Context: an optimization exercise on an open-source flow, tuned for small area, a short achievable clock period and few clock cycles. The choices shown serve that exercise and are no tape-out recipe.
At most, simulation tests tie the RTL to the original design; equivalence was not proved.
No activity file was given, so power comes from the tool's default toggle rates.

==> module milight_periph, before the edit <==
module milight_periph (
    input  wire        clk,
    input  wire        rst,
    input  wire        in_valid,
    output wire        in_ready,
    input  wire [1:0]  in_kind,
    input  wire [15:0] in_word,
    output reg         out_valid,
    output reg  [7:0]  out_data,
    output wire [1:0]  attn
);
    localparam [3:0] A_ACT    = 4'b0010,
                     A_CFG    = 4'b0100,
                     A_START  = 4'b0110,
                     A_STEP   = 4'b1000,
                     A_TICK   = 4'b1001,
                     A_ARB    = 4'b1010,
                     A_TMO    = 4'b1011,
                     A_WSTART = 4'b1100,
                     A_WWRITE = 4'b1101,
                     A_WREAD  = 4'b1110,
                     A_WSTOP  = 4'b1111;
    wire [3:0] cmd_op  = in_word[15:12];
    wire [7:0] ip      = in_word[7:0];
    wire [3:0] sq_op   = in_word[7:4];
    wire [1:0] wk      = in_word[9:8];
    wire       k_cmd   = (in_kind == 2'd0);
    wire       k_sq    = (in_kind == 2'd1);
    wire       cb_ok   = (in_word[11:9] == 3'd0);
    wire       sb_ok   = (in_word[3:1] == 3'd0);
    wire [3:0] op_d  = k_cmd ? {1'b0, cmd_op[1:0], 1'b0} :
                       k_sq  ? {2'b10, sq_op[2], sq_op[0]} : {2'b11, wk};
    wire       bus_d = k_cmd ? in_word[8] : k_sq ? in_word[0] : in_kind[0];
    wire cmd_ok = (cmd_op == 4'h1) || (cmd_op == 4'h2) || (cmd_op == 4'h3 && !ip[7]);
    wire sq_ok  = (sq_op == 4'h1) || (sq_op == 4'h2) || (sq_op == 4'h4) || (sq_op == 4'h5);
    wire w_ok   = !(wk == 2'b10 && ip[7:1] != 7'd0) && !(wk == 2'b11 && ip != 8'h00);
    wire ex_d   = k_cmd ? cmd_ok && cb_ok : k_sq ? sq_ok && sb_ok : w_ok;
    wire c00_d  = k_cmd && (in_word == 16'hF000);
    wire c01_d  = k_cmd ? cmd_ok && !cb_ok : k_sq && sb_ok && (sq_op == 4'h3);
    reg        v;          
    reg        ex;         
    reg        c00, c01;   
    reg        brst;       
    reg  [3:0] op;
    reg        bq;
    reg  [7:0] p;
    reg        match0, match1;    
    reg        rdy;
    wire       en0, en1;
    wire [6:0] own0, own1;
    wire       accept = in_valid && rdy;
    assign     in_ready = rdy;
    always @(posedge clk) begin
        v      <= accept && !rst;
        ex     <= accept && !rst && ex_d;
        c00    <= c00_d;
        c01    <= c01_d;
        brst   <= rst || (accept && c00_d);
        op     <= op_d;
        bq     <= bus_d;
        p      <= ip;
        match0 <= !brst && en0 && (ip[7:1] == own0);
        match1 <= !brst && en1 && (ip[7:1] == own1);
        rdy    <= rst || !(accept && k_cmd && cmd_op == 4'h3);
    end
    wire a_act   = ex && (op == A_ACT);
    wire a_cfg   = ex && (op == A_CFG);
    wire a_start = ex && (op == A_START);
    wire a_tick  = ex && (op == A_TICK);
    wire a_step  = ex && (op == A_STEP);
    wire a_arb   = ex && (op == A_ARB);
    wire a_tmo   = ex && (op == A_TMO);
    wire a_wst   = ex && (op == A_WSTART);
    wire a_wrd   = ex && (op == A_WREAD);
    wire a_wsp   = ex && (op == A_WSTOP);
    wire [7:0] defd     = bq ? 8'hC6 : 8'h3F;
    wire       mask_bad = (p == 8'h00) || ((p & ~defd) != 8'h00);
    wire       class_ok = (p == 8'h02) || (p == 8'h03) || (p == 8'h06);
    wire       rok0, idle0, sok0, frd0, fwr0, fac0;
    wire       rok1, idle1, sok1, frd1, fwr1, fac1;
    wire [7:0] head0, head1;
    milight_bus #(
        .DEFINED(8'h3F), .FLAG_IDX(1), .K3(8'h00), .K4(8'h00),
        .ATTN_EN(1), .ATTN_REL_EN(1), .ATTN_ACTIVE(0),
        .T_ASSERT(3'd3), .T_HOLD(3'd7), .T_RASSERT(3'd3), .T_RHOLD(3'd7)
    ) u_bus0 (
        .clk(clk), .rst(brst),
        .do_act(a_act && !bq && !mask_bad), .do_cfg(a_cfg && !bq && class_ok),
        .do_start(a_start && !bq),
        .do_tick(a_tick && !bq), .do_step(a_step && !bq),
        .do_arb(a_arb && !bq), .do_tmo(a_tmo && !bq),
        .do_wstart(a_wst && !bq), .do_wread(a_wrd && !bq), .do_wstop(a_wsp && !bq),
        .p(p), .match(match0),
        .ready_ok(rok0), .idle(idle0), .en(en0), .step_ok(sok0), .fe_rd_o(frd0),
        .fe_wr_o(fwr0), .fe_act_o(fac0), .own_addr_o(own0), .head(head0), .attn_pin(attn[0])
    );
    milight_bus #(
        .DEFINED(8'hC6), .FLAG_IDX(2), .K3(8'h5A), .K4(8'h81),
        .ATTN_EN(1), .ATTN_REL_EN(0), .ATTN_ACTIVE(1),
        .T_ASSERT(3'd2), .T_HOLD(3'd5), .T_RASSERT(3'd2), .T_RHOLD(3'd5)
    ) u_bus1 (
        .clk(clk), .rst(brst),
        .do_act(a_act && bq && !mask_bad), .do_cfg(a_cfg && bq && class_ok),
        .do_start(a_start && bq),
        .do_tick(a_tick && bq), .do_step(a_step && bq),
        .do_arb(a_arb && bq), .do_tmo(a_tmo && bq),
        .do_wstart(a_wst && bq), .do_wread(a_wrd && bq), .do_wstop(a_wsp && bq),
        .p(p), .match(match1),
        .ready_ok(rok1), .idle(idle1), .en(en1), .step_ok(sok1), .fe_rd_o(frd1),
        .fe_wr_o(fwr1), .fe_act_o(fac1), .own_addr_o(own1), .head(head1), .attn_pin(attn[1])
    );
    wire       rok  = bq ? rok1   : rok0;
    wire       idle = bq ? idle1  : idle0;
    wire       en   = bq ? en1    : en0;
    wire       sok  = bq ? sok1   : sok0;
    wire       frd  = bq ? frd1   : frd0;
    wire       fwr  = bq ? fwr1   : fwr0;
    wire       fac  = bq ? fac1   : fac0;
    wire       m    = bq ? match1 : match0;
    wire [7:0] head = bq ? head1  : head0;
    reg [7:0] resp;
    always @* begin
        if (!ex) resp = c00 ? 8'h00 : c01 ? 8'h01 : 8'hFF;
        else case (op)
            A_ACT:    resp = !rok ? 8'h01 : !idle ? 8'h02 : mask_bad ? 8'h03 : 8'h00;
            A_CFG:    resp = !idle ? 8'h02 : class_ok ? 8'h00 : 8'hFF;
            A_START:  resp = {6'd0, en, 1'b0};
            A_STEP:   resp = {7'd0, !sok};
            A_ARB:    resp = {7'd0, !frd};
            A_TMO:    resp = {7'd0, !fac};
            A_WSTART: resp = {7'd0, !m};
            A_WWRITE: resp = {7'd0, !fwr};
            A_WREAD:  resp = frd ? head : 8'hFF;
            A_WSTOP:  resp = 8'h00;
            default:  resp = 8'h00;    
        endcase
    end
    always @(posedge clk) begin
        if (rst) out_valid <= 1'b0;
        else     out_valid <= v;
        out_data <= resp;
    end
endmodule
==> flow/config.mk <==
export PLATFORM = sky130hd
export DESIGN_NAME = milight_periph
export DESIGN_NICKNAME = milight_periph
export VERILOG_FILES = /design/flow/design.v
export SDC_FILE = /design/flow/constraint.sdc
export NUM_CORES = 4
export LEC_CHECK = 0
export CAP_MARGIN = 20
export CORE_MARGIN = 2
export CORE_UTILIZATION = 40
export SETUP_SLACK_MARGIN = 3.9
export SLEW_MARGIN = 20
==> flow/constraint.sdc <==
create_clock -name core_clock -period 6.0 [get_ports {clk}]
set_input_delay 1.2000 -clock core_clock [delete_from_list [all_inputs] [get_ports {clk}]]
set_output_delay 1.2000 -clock core_clock [all_outputs]
set_load 0.01 [all_outputs]
standard.sh (not shown) runs the stock make flow with config.mk's settings and CLKGATE_MAP_FILE= SYNTH_SCRIPT=/design/flow/synth_recipe.tcl, a recipe that flattens the netlist after the stock synthesis.
==> flow/flow/run.sh <==
#!/bin/bash
# The standard layout (standard.sh, with the standard flow's synthesis) with two changes:
# the port buffers are buf_2 cells, and the clock tree is built from a
# clkbuf_16 root and clkbuf_4 cluster buffers, without dummy loads.
export BUFFER_PORTS_ARGS="-buffer_cell sky130_fd_sc_hd__buf_2"
export CTS_ARGS="-sink_clustering_enable -repair_clock_nets -buf_list sky130_fd_sc_hd__clkbuf_4 -root_buf sky130_fd_sc_hd__clkbuf_16 -dont_use_dummy_load -sink_clustering_size 30"
bash standard.sh > standard.log 2>&1
Testbench counts at the start, summed over its fixed seeds: cycles 24,063.
Edit:
--- a/flow/design.v
+++ b/flow/design.v
@@ -199,16 +199,22 @@
                        k_sq  ? {2'b10, sq_op[2], sq_op[0]} : {2'b11, wk};
     wire       bus_d = k_cmd ? in_word[8] : k_sq ? in_word[0] : in_kind[0];
     wire cmd_ok = (cmd_op == 4'h1) || (cmd_op == 4'h2) || (cmd_op == 4'h3 && !ip[7]);
     wire sq_ok  = (sq_op == 4'h1) || (sq_op == 4'h2) || (sq_op == 4'h4) || (sq_op == 4'h5);
-    wire w_ok   = !(wk == 2'b10 && ip[7:1] != 7'd0) && !(wk == 2'b11 && ip != 8'h00);
-    wire ex_d   = k_cmd ? cmd_ok && cb_ok : k_sq ? sq_ok && sb_ok : w_ok;
-    wire c00_d  = k_cmd && (in_word == 16'hF000);
+    wire w_ok   = !wk[1] || (ip[7:1] == 7'd0 && !(wk[0] && ip[0]));
+    wire ex_d   = k_cmd ? cmd_ok && cb_ok : k_sq && sq_ok && sb_ok;
+    wire rst_d  = k_cmd && (in_word == 16'hF000);    
+    wire [7:0] defd     = in_word[8] ? 8'hC6 : 8'h3F;
+    wire       mask_bad = (ip == 8'h00) || ((ip & ~defd) != 8'h00);
+    wire       class_ok = (ip == 8'h02) || (ip == 8'h03) || (ip == 8'h06);
+    wire       bad_d    = cmd_op[1] ? !class_ok : mask_bad;
     wire c01_d  = k_cmd ? cmd_ok && !cb_ok : k_sq && sb_ok && (sq_op == 4'h3);
     reg        v;          
     reg        ex;         
-    reg        c00, c01;   
+    reg        ex_w;       
+    reg        c01;        
     reg        brst;       
+    reg        bad;        
     reg  [3:0] op;
     reg        bq;
     reg  [7:0] p;
     reg        match0, match1;    
@@ -219,12 +225,13 @@
     assign     in_ready = rdy;
     always @(posedge clk) begin
         v      <= accept && !rst;
         ex     <= accept && !rst && ex_d;
-        c00    <= c00_d;
+        ex_w   <= accept && !rst && in_kind[1] && w_ok;
         c01    <= c01_d;
-        brst   <= rst || (accept && c00_d);
+        brst   <= rst || (accept && rst_d);
         op     <= op_d;
+        bad    <= bad_d;
         bq     <= bus_d;
         p      <= ip;
         match0 <= !brst && en0 && (ip[7:1] == own0);
         match1 <= !brst && en1 && (ip[7:1] == own1);
@@ -236,14 +243,11 @@
     wire a_tick  = ex && (op == A_TICK);
     wire a_step  = ex && (op == A_STEP);
     wire a_arb   = ex && (op == A_ARB);
     wire a_tmo   = ex && (op == A_TMO);
-    wire a_wst   = ex && (op == A_WSTART);
-    wire a_wrd   = ex && (op == A_WREAD);
-    wire a_wsp   = ex && (op == A_WSTOP);
-    wire [7:0] defd     = bq ? 8'hC6 : 8'h3F;
-    wire       mask_bad = (p == 8'h00) || ((p & ~defd) != 8'h00);
-    wire       class_ok = (p == 8'h02) || (p == 8'h03) || (p == 8'h06);
+    wire a_wst   = ex_w && (op[1:0] == A_WSTART[1:0]);    
+    wire a_wrd   = ex_w && (op[1:0] == A_WREAD[1:0]);
+    wire a_wsp   = ex_w && (op[1:0] == A_WSTOP[1:0]);
     wire       rok0, idle0, sok0, frd0, fwr0, fac0;
     wire       rok1, idle1, sok1, frd1, fwr1, fac1;
     wire [7:0] head0, head1;
     milight_bus #(
@@ -251,9 +255,9 @@
         .ATTN_EN(1), .ATTN_REL_EN(1), .ATTN_ACTIVE(0),
         .T_ASSERT(3'd3), .T_HOLD(3'd7), .T_RASSERT(3'd3), .T_RHOLD(3'd7)
     ) u_bus0 (
         .clk(clk), .rst(brst),
-        .do_act(a_act && !bq && !mask_bad), .do_cfg(a_cfg && !bq && class_ok),
+        .do_act(a_act && !bq && !bad), .do_cfg(a_cfg && !bq && !bad),
         .do_start(a_start && !bq),
         .do_tick(a_tick && !bq), .do_step(a_step && !bq),
         .do_arb(a_arb && !bq), .do_tmo(a_tmo && !bq),
         .do_wstart(a_wst && !bq), .do_wread(a_wrd && !bq), .do_wstop(a_wsp && !bq),
@@ -266,9 +270,9 @@
         .ATTN_EN(1), .ATTN_REL_EN(0), .ATTN_ACTIVE(1),
         .T_ASSERT(3'd2), .T_HOLD(3'd5), .T_RASSERT(3'd2), .T_RHOLD(3'd5)
     ) u_bus1 (
         .clk(clk), .rst(brst),
-        .do_act(a_act && bq && !mask_bad), .do_cfg(a_cfg && bq && class_ok),
+        .do_act(a_act && bq && !bad), .do_cfg(a_cfg && bq && !bad),
         .do_start(a_start && bq),
         .do_tick(a_tick && bq), .do_step(a_step && bq),
         .do_arb(a_arb && bq), .do_tmo(a_tmo && bq),
         .do_wstart(a_wst && bq), .do_wread(a_wrd && bq), .do_wstop(a_wsp && bq),
@@ -286,12 +290,12 @@
     wire       m    = bq ? match1 : match0;
     wire [7:0] head = bq ? head1  : head0;
     reg [7:0] resp;
     always @* begin
-        if (!ex) resp = c00 ? 8'h00 : c01 ? 8'h01 : 8'hFF;
+        if (op[3:2] == 2'b11 ? !ex_w : !ex) resp = brst ? 8'h00 : c01 ? 8'h01 : 8'hFF;
         else case (op)
-            A_ACT:    resp = !rok ? 8'h01 : !idle ? 8'h02 : mask_bad ? 8'h03 : 8'h00;
-            A_CFG:    resp = !idle ? 8'h02 : class_ok ? 8'h00 : 8'hFF;
+            A_ACT:    resp = !rok ? 8'h01 : !idle ? 8'h02 : bad ? 8'h03 : 8'h00;
+            A_CFG:    resp = !idle ? 8'h02 : bad ? 8'hFF : 8'h00;
             A_START:  resp = {6'd0, en, 1'b0};
             A_STEP:   resp = {7'd0, !sok};
             A_ARB:    resp = {7'd0, !frd};
             A_TMO:    resp = {7'd0, !fac};
Utilization rose by 0.29 points.
Sequential share of layout area fell by 0.42 points.
Total power rose slightly.
Global-route usage fell by 0.15 points.
Final area rose slightly.
Routed wire length rose by a few percent.
Clock power barely changes.
Area after synthesis stays flat.
Hold slack loses 0.038 ns.
Register-to-register slack gains 0.03 ns.
For the second run of this note, only the layout was checked, not whether the RTL still works.

-- afterwards: timing with drivers on the ports --
No port has a modelled driver above. Below, the same layouts with a new extraction and two added sets of constraints. Step 1, drivers: a clkbuf_16 drives clk and a buf_2 each remaining input, both assumed. Step 2 times the ports against the registers' clock, not the clock port: input delays grow and output delays shrink by t, the midpoint of the rising clock arrivals with the driver on. a / b / c = ideal / step 1 / step 2; a / b = the first two.
run	shift t [ns]	slack for setup (ns)	slew at the worst register clock pin (ns)	pins driven straight from the clock port
the first run	0.399	3.985 / 3.940 / 3.654	0.11 / 0.11	1
the second run	0.387	3.649 / 3.650 / 3.263	0.11 / 0.11	1
After both steps setup and hold are still met in every run listed. For the second run, which loses most, drivers alone change the setup slack by +0.001 ns; drivers and shift together by -0.386 ns.
